Background: an optimization exercise with open tools, aiming at small area, a short achievable clock period and few clock cycles per item. Do not read the settings as production practice.
Function was checked by simulation only, so behaviour that the tests miss may differ from the original.
Power figures rest on the tool's default switching activity, not on a simulated workload.

==> run a <==
// sds_dither
module sds_dither (
    input  wire        clk,
    input  wire        rst,
    input  wire        start,
    input  wire [6:0]  cfg_width,
    input  wire [8:0]  cfg_height,
    output reg         busy,
    output reg         geom_err,
    input  wire        in_valid,
    output reg         in_ready,
    input  wire [23:0] in_rgb,
    output reg         out_valid,
    input  wire        out_ready,
    output reg  [2:0]  out_idx
);
    localparam integer MAX_W = 64;
    localparam integer MAX_H = 480;
    localparam integer CAP   = 6;       
    localparam integer EW    = 39;      
    reg        run;            
    reg [6:0]  w;              
    reg [8:0]  h;
    reg        vi;             
    reg [23:0] rgb_q;
    reg [5:0]  px;             
    reg [8:0]  py;
    reg        vb;             
    reg        xb0;            
    reg        ph1, ph2;       
    reg [2:0]  nfl;            
    reg        pop_q;
  ...
==> flow/config.mk <==
export PLATFORM = sky130hd
export DESIGN_NAME = sds_dither
export DESIGN_NICKNAME = sds_dither
export VERILOG_FILES = /design/flow/design.v
export SDC_FILE = /design/flow/constraint.sdc
export NUM_CORES = 4
export LEC_CHECK = 0
export ABC_AREA = 1
export CAP_MARGIN = 20
export CORE_MARGIN = 2
export CORE_UTILIZATION = 40
export SLEW_MARGIN = 20
==> flow/constraint.sdc <==
create_clock -name core_clock -period 70.0 [get_ports {clk}]
set_input_delay 14.0000 -clock core_clock [delete_from_list [all_inputs] [get_ports {clk}]]
set_output_delay 14.0000 -clock core_clock [all_outputs]
set_load 0.01 [all_outputs]
standard.sh (not shown) runs the stock make flow with config.mk's settings and CLKGATE_MAP_FILE= SYNTH_SCRIPT=/design/flow/synth_recipe.tcl, a recipe that flattens the netlist after the stock synthesis.
==> flow/flow/run.sh <==
#!/bin/bash
# Layout flow: the standard ORFS layout (standard.sh), with two changes to
# how the layout is made:
#  - port buffers are buf_4 cells instead of the resizer's default pick;
#  - clock tree: larger sink clusters and no dummy loads.
# Each step's full output goes to orfs/logs as usual; standard.sh's own output
# goes to std.log in this folder.
set -euo pipefail
export BUFFER_PORTS_ARGS="-buffer_cell sky130_fd_sc_hd__buf_4"
export CTS_ARGS="-sink_clustering_enable -repair_clock_nets -dont_use_dummy_load -sink_clustering_size 26 -sink_clustering_max_diameter 150"
bash standard.sh > std.log 2>&1
==> run b (differences from run a) <==
--- a/flow/design.v
+++ b/flow/design.v
@@ -55,15 +55,11 @@
 );
     wire [17:0] n1 = {2'b00, t, 4'b1000} ^ {{2{e[12]}}, e, 3'b000} ^ ~{{5{e[12]}}, e};
     wire [17:0] n2 = {(({2'b00, t, 4'b1000} & {{2{e[12]}}, e, 3'b000}) | ({2'b00, t, 4'b1000} & ~{{5{e[12]}}, e}) | ({{2{e[12]}}, e, 3'b000} & ~{{5{e[12]}}, e}))} << 1;
     wire [17:0] n3;
     ad_sk18 u_n3 (.a(n1), .b(n2), .ci(~e[12]), .s(n3));
-    wire [17:0] n4 = n1 ^ n2 ^ 18'd196848;
-    wire [17:0] n5 = {((n1 & n2) | (n1 & 18'd196848) | (n2 & 18'd196848))} << 1;
-    wire zc;
-    cy_sk17 u_zc (.a(n4[16:0]), .b(n5[16:0]), .ci(~e[12]), .co(zc));
-    wire ov = ~(n4[17] ^ n5[17] ^ zc);
+    wire ov = ~n3[17] & (n3[16] | (&n3[15:8] & |n3[7:4]));
     wire ng = n3[17];
     wire keep = ~en;
     wire pass = en & ~ng & ~ov;
     assign y[11:4] = ({8{keep}} & t[11:4]) | ({8{pass}} & n3[15:8]) | {8{en & ov}};
     assign y[3:0]  = ({4{keep}} & t[3:0])  | ({4{pass}} & n3[7:4]);
@@ -204,40 +200,10 @@
   assign s[14] = p0[14] ^ g4_13;
   assign s[15] = p0[15] ^ g4_14;
   assign s[16] = p0[16] ^ g4_15;
   assign s[17] = p0[17] ^ g5_16;
 endmodule
-module cy_sk17 (input [16:0] a, input [16:0] b, input ci, output co);
-  wire t0_0g = (a[1] & b[1]) | ((a[1] | b[1]) & ((a[0] & b[0]) | ((a[0] | b[0]) & ci)));
-  wire t0_2g = (a[3] & b[3]) | ((a[3] | b[3]) & (a[2] & b[2]));
-  wire t0_2p = (a[3] | b[3]) & (a[2] | b[2]);
-  wire t0_4g = (a[5] & b[5]) | ((a[5] | b[5]) & (a[4] & b[4]));
-  wire t0_4p = (a[5] | b[5]) & (a[4] | b[4]);
-  wire t0_6g = (a[7] & b[7]) | ((a[7] | b[7]) & (a[6] & b[6]));
-  wire t0_6p = (a[7] | b[7]) & (a[6] | b[6]);
-  wire t0_8g = (a[9] & b[9]) | ((a[9] | b[9]) & (a[8] & b[8]));
-  wire t0_8p = (a[9] | b[9]) & (a[8] | b[8]);
-  wire t0_10g = (a[11] & b[11]) | ((a[11] | b[11]) & (a[10] & b[10]));
-  wire t0_10p = (a[11] | b[11]) & (a[10] | b[10]);
-  wire t0_12g = (a[13] & b[13]) | ((a[13] | b[13]) & (a[12] & b[12]));
-  wire t0_12p = (a[13] | b[13]) & (a[12] | b[12]);
-  wire t0_14g = (a[15] & b[15]) | ((a[15] | b[15]) & (a[14] & b[14]));
-  wire t0_14p = (a[15] | b[15]) & (a[14] | b[14]);
-  wire t1_0g = t0_2g | (t0_2p & t0_0g);
-  wire t1_2g = t0_6g | (t0_6p & t0_4g);
-  wire t1_2p = t0_6p & t0_4p;
-  wire t1_4g = t0_10g | (t0_10p & t0_8g);
-  wire t1_4p = t0_10p & t0_8p;
-  wire t1_6g = t0_14g | (t0_14p & t0_12g);
-  wire t1_6p = t0_14p & t0_12p;
-  wire t2_0g = t1_2g | (t1_2p & t1_0g);
-  wire t2_2g = t1_6g | (t1_6p & t1_4g);
-  wire t2_2p = t1_6p & t1_4p;
-  wire t3_0g = t2_2g | (t2_2p & t2_0g);
-  wire t4_0g = (a[16] & b[16]) | ((a[16] | b[16]) & t3_0g);
-  assign co = t4_0g;
-endmodule
 module ad_sk22 (input [21:0] a, input [21:0] b, input ci, output [21:0] s);
   wire [21:0] p0 = a ^ b;
   wire [21:0] g0 = a & b;
   wire g1_1 = g0[1] | (p0[1] & (g0[0] | (p0[0] & ci)));
   wire g1_3 = g0[3] | (p0[3] & g0[2]);
@@ -1205,10 +1171,11 @@
     reg        xb0;            
     reg        ph1, ph2;       
     reg [2:0]  nfl;            
     reg        pop_q;
     reg        st;             
+    reg        bsy;            
     wire w_lo0   = ~|cfg_width[5:0];
     wire w_ok    = cfg_width[6] ? w_lo0 : ~w_lo0;
     wire h_ok    = (|cfg_height) & ~(&cfg_height[8:5] & |cfg_height[4:0]);
     wire geom_ok = w_ok & h_ok;
     wire go      = start & geom_ok;                  
@@ -1233,31 +1200,33 @@
             h <= cfg_height;
         end
         if (rst) begin
             run      <= 1'b0;
             busy     <= 1'b0;
+            bsy      <= 1'b0;
             geom_err <= 1'b0;
             in_ready <= 1'b0;
             vi       <= 1'b0;
             vb       <= 1'b0;
             ph1      <= 1'b0;
             ph2      <= 1'b0;
             nfl      <= 3'd0;
             pop_q    <= 1'b0;
             st       <= 1'b0;
         end else begin
-            if (busy) begin
+            if (bsy) begin
                 run      <= st | (in_valid ? run_v1 : run);
-                busy     <= ~(out_ready & out_valid & last_out);
+                bsy      <= ~(out_ready & out_valid & last_out);
                 in_ready <= st | (in_valid ? rdy_v1 : rdy_v0);
                 st       <= 1'b0;
             end else begin
-                busy     <= go;
+                bsy      <= go;
                 st       <= go;
                 if (start)
                     geom_err <= ~geom_ok;
             end
+            busy     <= busy ? ~(out_ready & out_valid & last_out) : go;
             vi       <= in_valid & in_ready;
             vb       <= vi;
             ph1      <= vi & slow & px_last;
             ph2      <= ph1 & (w == 7'd1);
             nfl      <= nf;
- CORE_UTILIZATION: 40 -> 55
- PLACE_DENSITY: default -> 0.65
==> run c (differences from run a) <==
--- a/flow/design.v
+++ b/flow/design.v
@@ -55,15 +55,11 @@
 );
     wire [17:0] n1 = {2'b00, t, 4'b1000} ^ {{2{e[12]}}, e, 3'b000} ^ ~{{5{e[12]}}, e};
     wire [17:0] n2 = {(({2'b00, t, 4'b1000} & {{2{e[12]}}, e, 3'b000}) | ({2'b00, t, 4'b1000} & ~{{5{e[12]}}, e}) | ({{2{e[12]}}, e, 3'b000} & ~{{5{e[12]}}, e}))} << 1;
     wire [17:0] n3;
     ad_sk18 u_n3 (.a(n1), .b(n2), .ci(~e[12]), .s(n3));
-    wire [17:0] n4 = n1 ^ n2 ^ 18'd196848;
-    wire [17:0] n5 = {((n1 & n2) | (n1 & 18'd196848) | (n2 & 18'd196848))} << 1;
-    wire zc;
-    cy_sk17 u_zc (.a(n4[16:0]), .b(n5[16:0]), .ci(~e[12]), .co(zc));
-    wire ov = ~(n4[17] ^ n5[17] ^ zc);
+    wire ov = ~n3[17] & (n3[16] | (&n3[15:8] & |n3[7:4]));
     wire ng = n3[17];
     wire keep = ~en;
     wire pass = en & ~ng & ~ov;
     assign y[11:4] = ({8{keep}} & t[11:4]) | ({8{pass}} & n3[15:8]) | {8{en & ov}};
     assign y[3:0]  = ({4{keep}} & t[3:0])  | ({4{pass}} & n3[7:4]);
@@ -204,40 +200,10 @@
   assign s[14] = p0[14] ^ g4_13;
   assign s[15] = p0[15] ^ g4_14;
   assign s[16] = p0[16] ^ g4_15;
   assign s[17] = p0[17] ^ g5_16;
 endmodule
-module cy_sk17 (input [16:0] a, input [16:0] b, input ci, output co);
-  wire t0_0g = (a[1] & b[1]) | ((a[1] | b[1]) & ((a[0] & b[0]) | ((a[0] | b[0]) & ci)));
-  wire t0_2g = (a[3] & b[3]) | ((a[3] | b[3]) & (a[2] & b[2]));
-  wire t0_2p = (a[3] | b[3]) & (a[2] | b[2]);
-  wire t0_4g = (a[5] & b[5]) | ((a[5] | b[5]) & (a[4] & b[4]));
-  wire t0_4p = (a[5] | b[5]) & (a[4] | b[4]);
-  wire t0_6g = (a[7] & b[7]) | ((a[7] | b[7]) & (a[6] & b[6]));
-  wire t0_6p = (a[7] | b[7]) & (a[6] | b[6]);
-  wire t0_8g = (a[9] & b[9]) | ((a[9] | b[9]) & (a[8] & b[8]));
-  wire t0_8p = (a[9] | b[9]) & (a[8] | b[8]);
-  wire t0_10g = (a[11] & b[11]) | ((a[11] | b[11]) & (a[10] & b[10]));
-  wire t0_10p = (a[11] | b[11]) & (a[10] | b[10]);
-  wire t0_12g = (a[13] & b[13]) | ((a[13] | b[13]) & (a[12] & b[12]));
-  wire t0_12p = (a[13] | b[13]) & (a[12] | b[12]);
-  wire t0_14g = (a[15] & b[15]) | ((a[15] | b[15]) & (a[14] & b[14]));
-  wire t0_14p = (a[15] | b[15]) & (a[14] | b[14]);
-  wire t1_0g = t0_2g | (t0_2p & t0_0g);
-  wire t1_2g = t0_6g | (t0_6p & t0_4g);
-  wire t1_2p = t0_6p & t0_4p;
-  wire t1_4g = t0_10g | (t0_10p & t0_8g);
-  wire t1_4p = t0_10p & t0_8p;
-  wire t1_6g = t0_14g | (t0_14p & t0_12g);
-  wire t1_6p = t0_14p & t0_12p;
-  wire t2_0g = t1_2g | (t1_2p & t1_0g);
-  wire t2_2g = t1_6g | (t1_6p & t1_4g);
-  wire t2_2p = t1_6p & t1_4p;
-  wire t3_0g = t2_2g | (t2_2p & t2_0g);
-  wire t4_0g = (a[16] & b[16]) | ((a[16] | b[16]) & t3_0g);
-  assign co = t4_0g;
-endmodule
 module ad_sk22 (input [21:0] a, input [21:0] b, input ci, output [21:0] s);
   wire [21:0] p0 = a ^ b;
   wire [21:0] g0 = a & b;
   wire g1_1 = g0[1] | (p0[1] & (g0[0] | (p0[0] & ci)));
   wire g1_3 = g0[3] | (p0[3] & g0[2]);
@@ -1205,10 +1171,11 @@
     reg        xb0;            
     reg        ph1, ph2;       
     reg [2:0]  nfl;            
     reg        pop_q;
     reg        st;             
+    reg        bsy;            
     wire w_lo0   = ~|cfg_width[5:0];
     wire w_ok    = cfg_width[6] ? w_lo0 : ~w_lo0;
     wire h_ok    = (|cfg_height) & ~(&cfg_height[8:5] & |cfg_height[4:0]);
     wire geom_ok = w_ok & h_ok;
     wire go      = start & geom_ok;                  
@@ -1233,31 +1200,33 @@
             h <= cfg_height;
         end
         if (rst) begin
             run      <= 1'b0;
             busy     <= 1'b0;
+            bsy      <= 1'b0;
             geom_err <= 1'b0;
             in_ready <= 1'b0;
             vi       <= 1'b0;
             vb       <= 1'b0;
             ph1      <= 1'b0;
             ph2      <= 1'b0;
             nfl      <= 3'd0;
             pop_q    <= 1'b0;
             st       <= 1'b0;
         end else begin
-            if (busy) begin
+            if (bsy) begin
                 run      <= st | (in_valid ? run_v1 : run);
-                busy     <= ~(out_ready & out_valid & last_out);
+                bsy      <= ~(out_ready & out_valid & last_out);
                 in_ready <= st | (in_valid ? rdy_v1 : rdy_v0);
                 st       <= 1'b0;
             end else begin
-                busy     <= go;
+                bsy      <= go;
                 st       <= go;
                 if (start)
                     geom_err <= ~geom_ok;
             end
+            busy     <= busy ? ~(out_ready & out_valid & last_out) : go;
             vi       <= in_valid & in_ready;
             vb       <= vi;
             ph1      <= vi & slow & px_last;
             ph2      <= ph1 & (w == 7'd1);
             nfl      <= nf;
==> flow/flow/run.sh (replaced) <==
#!/bin/bash
# Layout flow: the standard ORFS layout (standard.sh), with three changes
# to how the layout is made:
#  - port buffers are buf_4 cells instead of the resizer's default pick;
#  - clock tree: larger sink clusters and no dummy loads;
#  - the control and handshake pins are placed next to each other, so the
#    little logic between them stays short.
# Each step's full output goes to orfs/logs as usual; standard.sh's own output
# goes to std.log in this folder.
set -euo pipefail
export BUFFER_PORTS_ARGS="-buffer_cell sky130_fd_sc_hd__buf_4"
export CTS_ARGS="-sink_clustering_enable -repair_clock_nets -dont_use_dummy_load -sink_clustering_size 26 -sink_clustering_max_diameter 150"
export PLACE_PINS_ARGS="-group_pins {start rst busy geom_err in_valid in_ready out_valid out_ready out_idx[0] out_idx[1] out_idx[2] cfg_width[0] cfg_width[1] cfg_width[2] cfg_width[3] cfg_width[4] cfg_width[5] cfg_width[6] cfg_height[0] cfg_height[1] cfg_height[2] cfg_height[3] cfg_height[4] cfg_height[5] cfg_height[6] cfg_height[7] cfg_height[8]}"
bash standard.sh > std.log 2>&1
==> run d (differences from run a) <==
--- a/flow/design.v
+++ b/flow/design.v
@@ -55,15 +55,11 @@
 );
     wire [17:0] n1 = {2'b00, t, 4'b1000} ^ {{2{e[12]}}, e, 3'b000} ^ ~{{5{e[12]}}, e};
     wire [17:0] n2 = {(({2'b00, t, 4'b1000} & {{2{e[12]}}, e, 3'b000}) | ({2'b00, t, 4'b1000} & ~{{5{e[12]}}, e}) | ({{2{e[12]}}, e, 3'b000} & ~{{5{e[12]}}, e}))} << 1;
     wire [17:0] n3;
     ad_sk18 u_n3 (.a(n1), .b(n2), .ci(~e[12]), .s(n3));
-    wire [17:0] n4 = n1 ^ n2 ^ 18'd196848;
-    wire [17:0] n5 = {((n1 & n2) | (n1 & 18'd196848) | (n2 & 18'd196848))} << 1;
-    wire zc;
-    cy_sk17 u_zc (.a(n4[16:0]), .b(n5[16:0]), .ci(~e[12]), .co(zc));
-    wire ov = ~(n4[17] ^ n5[17] ^ zc);
+    wire ov = ~n3[17] & (n3[16] | (&n3[15:8] & |n3[7:4]));
     wire ng = n3[17];
     wire keep = ~en;
     wire pass = en & ~ng & ~ov;
     assign y[11:4] = ({8{keep}} & t[11:4]) | ({8{pass}} & n3[15:8]) | {8{en & ov}};
     assign y[3:0]  = ({4{keep}} & t[3:0])  | ({4{pass}} & n3[7:4]);
@@ -204,40 +200,10 @@
   assign s[14] = p0[14] ^ g4_13;
   assign s[15] = p0[15] ^ g4_14;
   assign s[16] = p0[16] ^ g4_15;
   assign s[17] = p0[17] ^ g5_16;
 endmodule
-module cy_sk17 (input [16:0] a, input [16:0] b, input ci, output co);
-  wire t0_0g = (a[1] & b[1]) | ((a[1] | b[1]) & ((a[0] & b[0]) | ((a[0] | b[0]) & ci)));
-  wire t0_2g = (a[3] & b[3]) | ((a[3] | b[3]) & (a[2] & b[2]));
-  wire t0_2p = (a[3] | b[3]) & (a[2] | b[2]);
-  wire t0_4g = (a[5] & b[5]) | ((a[5] | b[5]) & (a[4] & b[4]));
-  wire t0_4p = (a[5] | b[5]) & (a[4] | b[4]);
-  wire t0_6g = (a[7] & b[7]) | ((a[7] | b[7]) & (a[6] & b[6]));
-  wire t0_6p = (a[7] | b[7]) & (a[6] | b[6]);
-  wire t0_8g = (a[9] & b[9]) | ((a[9] | b[9]) & (a[8] & b[8]));
-  wire t0_8p = (a[9] | b[9]) & (a[8] | b[8]);
-  wire t0_10g = (a[11] & b[11]) | ((a[11] | b[11]) & (a[10] & b[10]));
-  wire t0_10p = (a[11] | b[11]) & (a[10] | b[10]);
-  wire t0_12g = (a[13] & b[13]) | ((a[13] | b[13]) & (a[12] & b[12]));
-  wire t0_12p = (a[13] | b[13]) & (a[12] | b[12]);
-  wire t0_14g = (a[15] & b[15]) | ((a[15] | b[15]) & (a[14] & b[14]));
-  wire t0_14p = (a[15] | b[15]) & (a[14] | b[14]);
-  wire t1_0g = t0_2g | (t0_2p & t0_0g);
-  wire t1_2g = t0_6g | (t0_6p & t0_4g);
-  wire t1_2p = t0_6p & t0_4p;
-  wire t1_4g = t0_10g | (t0_10p & t0_8g);
-  wire t1_4p = t0_10p & t0_8p;
-  wire t1_6g = t0_14g | (t0_14p & t0_12g);
-  wire t1_6p = t0_14p & t0_12p;
-  wire t2_0g = t1_2g | (t1_2p & t1_0g);
-  wire t2_2g = t1_6g | (t1_6p & t1_4g);
-  wire t2_2p = t1_6p & t1_4p;
-  wire t3_0g = t2_2g | (t2_2p & t2_0g);
-  wire t4_0g = (a[16] & b[16]) | ((a[16] | b[16]) & t3_0g);
-  assign co = t4_0g;
-endmodule
 module ad_sk22 (input [21:0] a, input [21:0] b, input ci, output [21:0] s);
   wire [21:0] p0 = a ^ b;
   wire [21:0] g0 = a & b;
   wire g1_1 = g0[1] | (p0[1] & (g0[0] | (p0[0] & ci)));
   wire g1_3 = g0[3] | (p0[3] & g0[2]);
@@ -1205,10 +1171,11 @@
     reg        xb0;            
     reg        ph1, ph2;       
     reg [2:0]  nfl;            
     reg        pop_q;
     reg        st;             
+    reg        bsy;            
     wire w_lo0   = ~|cfg_width[5:0];
     wire w_ok    = cfg_width[6] ? w_lo0 : ~w_lo0;
     wire h_ok    = (|cfg_height) & ~(&cfg_height[8:5] & |cfg_height[4:0]);
     wire geom_ok = w_ok & h_ok;
     wire go      = start & geom_ok;                  
@@ -1233,31 +1200,33 @@
             h <= cfg_height;
         end
         if (rst) begin
             run      <= 1'b0;
             busy     <= 1'b0;
+            bsy      <= 1'b0;
             geom_err <= 1'b0;
             in_ready <= 1'b0;
             vi       <= 1'b0;
             vb       <= 1'b0;
             ph1      <= 1'b0;
             ph2      <= 1'b0;
             nfl      <= 3'd0;
             pop_q    <= 1'b0;
             st       <= 1'b0;
         end else begin
-            if (busy) begin
+            if (bsy) begin
                 run      <= st | (in_valid ? run_v1 : run);
-                busy     <= ~(out_ready & out_valid & last_out);
+                bsy      <= ~(out_ready & out_valid & last_out);
                 in_ready <= st | (in_valid ? rdy_v1 : rdy_v0);
                 st       <= 1'b0;
             end else begin
-                busy     <= go;
+                bsy      <= go;
                 st       <= go;
                 if (start)
                     geom_err <= ~geom_ok;
             end
+            busy     <= busy ? ~(out_ready & out_valid & last_out) : go;
             vi       <= in_valid & in_ready;
             vb       <= vi;
             ph1      <= vi & slow & px_last;
             ph2      <= ph1 & (w == 7'd1);
             nfl      <= nf;
==> comparison <==
- Count of clock-buffer cells in the layout: run d is higher than run b (1).
- In critical path depth, run d and run b do not differ.
- Between run c and run b, the lower clock power is in run b (gap about 2%, measured against run b).
- The lowest sequential share of layout area belongs to run a, the highest to run b.
- Synthesized area is the same in run c and run b.
- The highest via count belongs to run a, the lowest to run d.
- Cell count, lowest first: run b, run d, run c, run a.
- Hold slack: run c is better than run b (0.0098 ns).
- Utilization, lowest first: run a, run d, run c, run b.
==> figures <==
Outcome: run a timing/DRC/antenna clean; run d timing/DRC/antenna clean; run b timing/DRC/antenna clean; run c timing/DRC/antenna clean
Clock network fraction of total power: run a 17.9%; run d 19.3%; run b 19.3%; run c 19.4%
Number of cells in the design after placement: run a 11,900; run d 11,700; run b 10,700; run c 11,700
Endpoint with the worst hold slack: run a seg30[487]; run d seg30[1044]; run b seg16[312]; run c seg16[316]
Y dimension of the die: run a 539 um; run d 538 um; run b 459 um; run c 538 um
Met1 Resource Use GR: run a 22.9%; run d 22.7%; run b 31.9%; run c 23.2%
Metal2 WL: run a 104 mm; run d 100 mm; run b 96.1 mm; run c 104 mm
Num Clock Sinks: run a 2,668; run d 2,669; run b 2,669; run c 2,669
Number of antenna cells inserted: run a 3; run d 6; run b 4; run c 6
Pin count of the biggest net entering global routing: run a 202; run d 198; run b 223; run c 215
Data-path buffer share of cell area in the final layout: run a 0.890%; run d 0.890%; run b 0.913%; run c 0.969%
Portion of total power attributed to sequential cells: run a 44.8%; run d 47.3%; run b 47.7%; run c 47.2%
Routability cong.: run a 0.875; run d 0.861; run b 0.867; run c 0.886
Complex-gate fraction of the synthesized area: run a 4.25%; run d 4.29%; run b 4.29%; run c 4.29%
CTS clock-pin slew for the worst setup and hold paths: run a 0.10 ns; run d 0.11 ns; run b 0.10 ns; run c 0.10 ns
Int Pwr: run a 2.59 mW; run d 2.46 mW; run b 2.46 mW; run c 2.47 mW
Worst hold slack after final layout: run a 0.253 ns; run d 0.328 ns; run b 0.330 ns; run c 0.340 ns
Area of the multi-input gates: run a 0.0302 sq mm; run d 0.0297 sq mm; run b 0.0297 sq mm; run c 0.0297 sq mm
Initial Util: run a 40.2%; run d 40.3%; run b 55.2%; run c 40.3%
Testbench counts of run a, summed over its fixed seeds: cycles 60,960, pixels 60,672.
Testbench counts of run b, summed over its fixed seeds: cycles 60,960, pixels 60,672.
Testbench counts of run c, summed over its fixed seeds: cycles 60,960, pixels 60,672.
Testbench counts of run d, summed over its fixed seeds: cycles 60,960, pixels 60,672.

## port drivers added, routing unchanged
How much do the figures lean on ideal ports? The routed layouts below were timed once more, with nothing changed but the port constraints.
Step 1 assumes that a clkbuf_16 drives the clock port and a buf_2 every other input.
Step 2 times the ports against the registers' clock, not the clock port: input delays grow and output delays shrink by t, the midpoint of the rising clock arrivals with the driver on.
Slacks: ideal ports / drivers / drivers and shift; pairs: ideal ports / drivers.
run	t (ns)	setup WS [ns]	hold WS [ns]	worst slew at a driven data input, ns
run a	0.879	54.663 / 54.567 / 54.774	0.253 / 0.253 / 0.253	0.04
run b	0.834	54.717 / 54.631 / 54.431	0.330 / 0.330 / 0.330	0.04
run c	0.811	54.748 / 54.648 / 54.521	0.340 / 0.340 / 0.340	0.04
run d	0.861	54.722 / 54.627 / 54.387	0.328 / 0.328 / 0.328	0.04
After both steps setup and hold are still met in every run listed. For run d, which loses most, drivers alone change the setup slack by -0.095 ns; drivers and shift together by -0.335 ns.
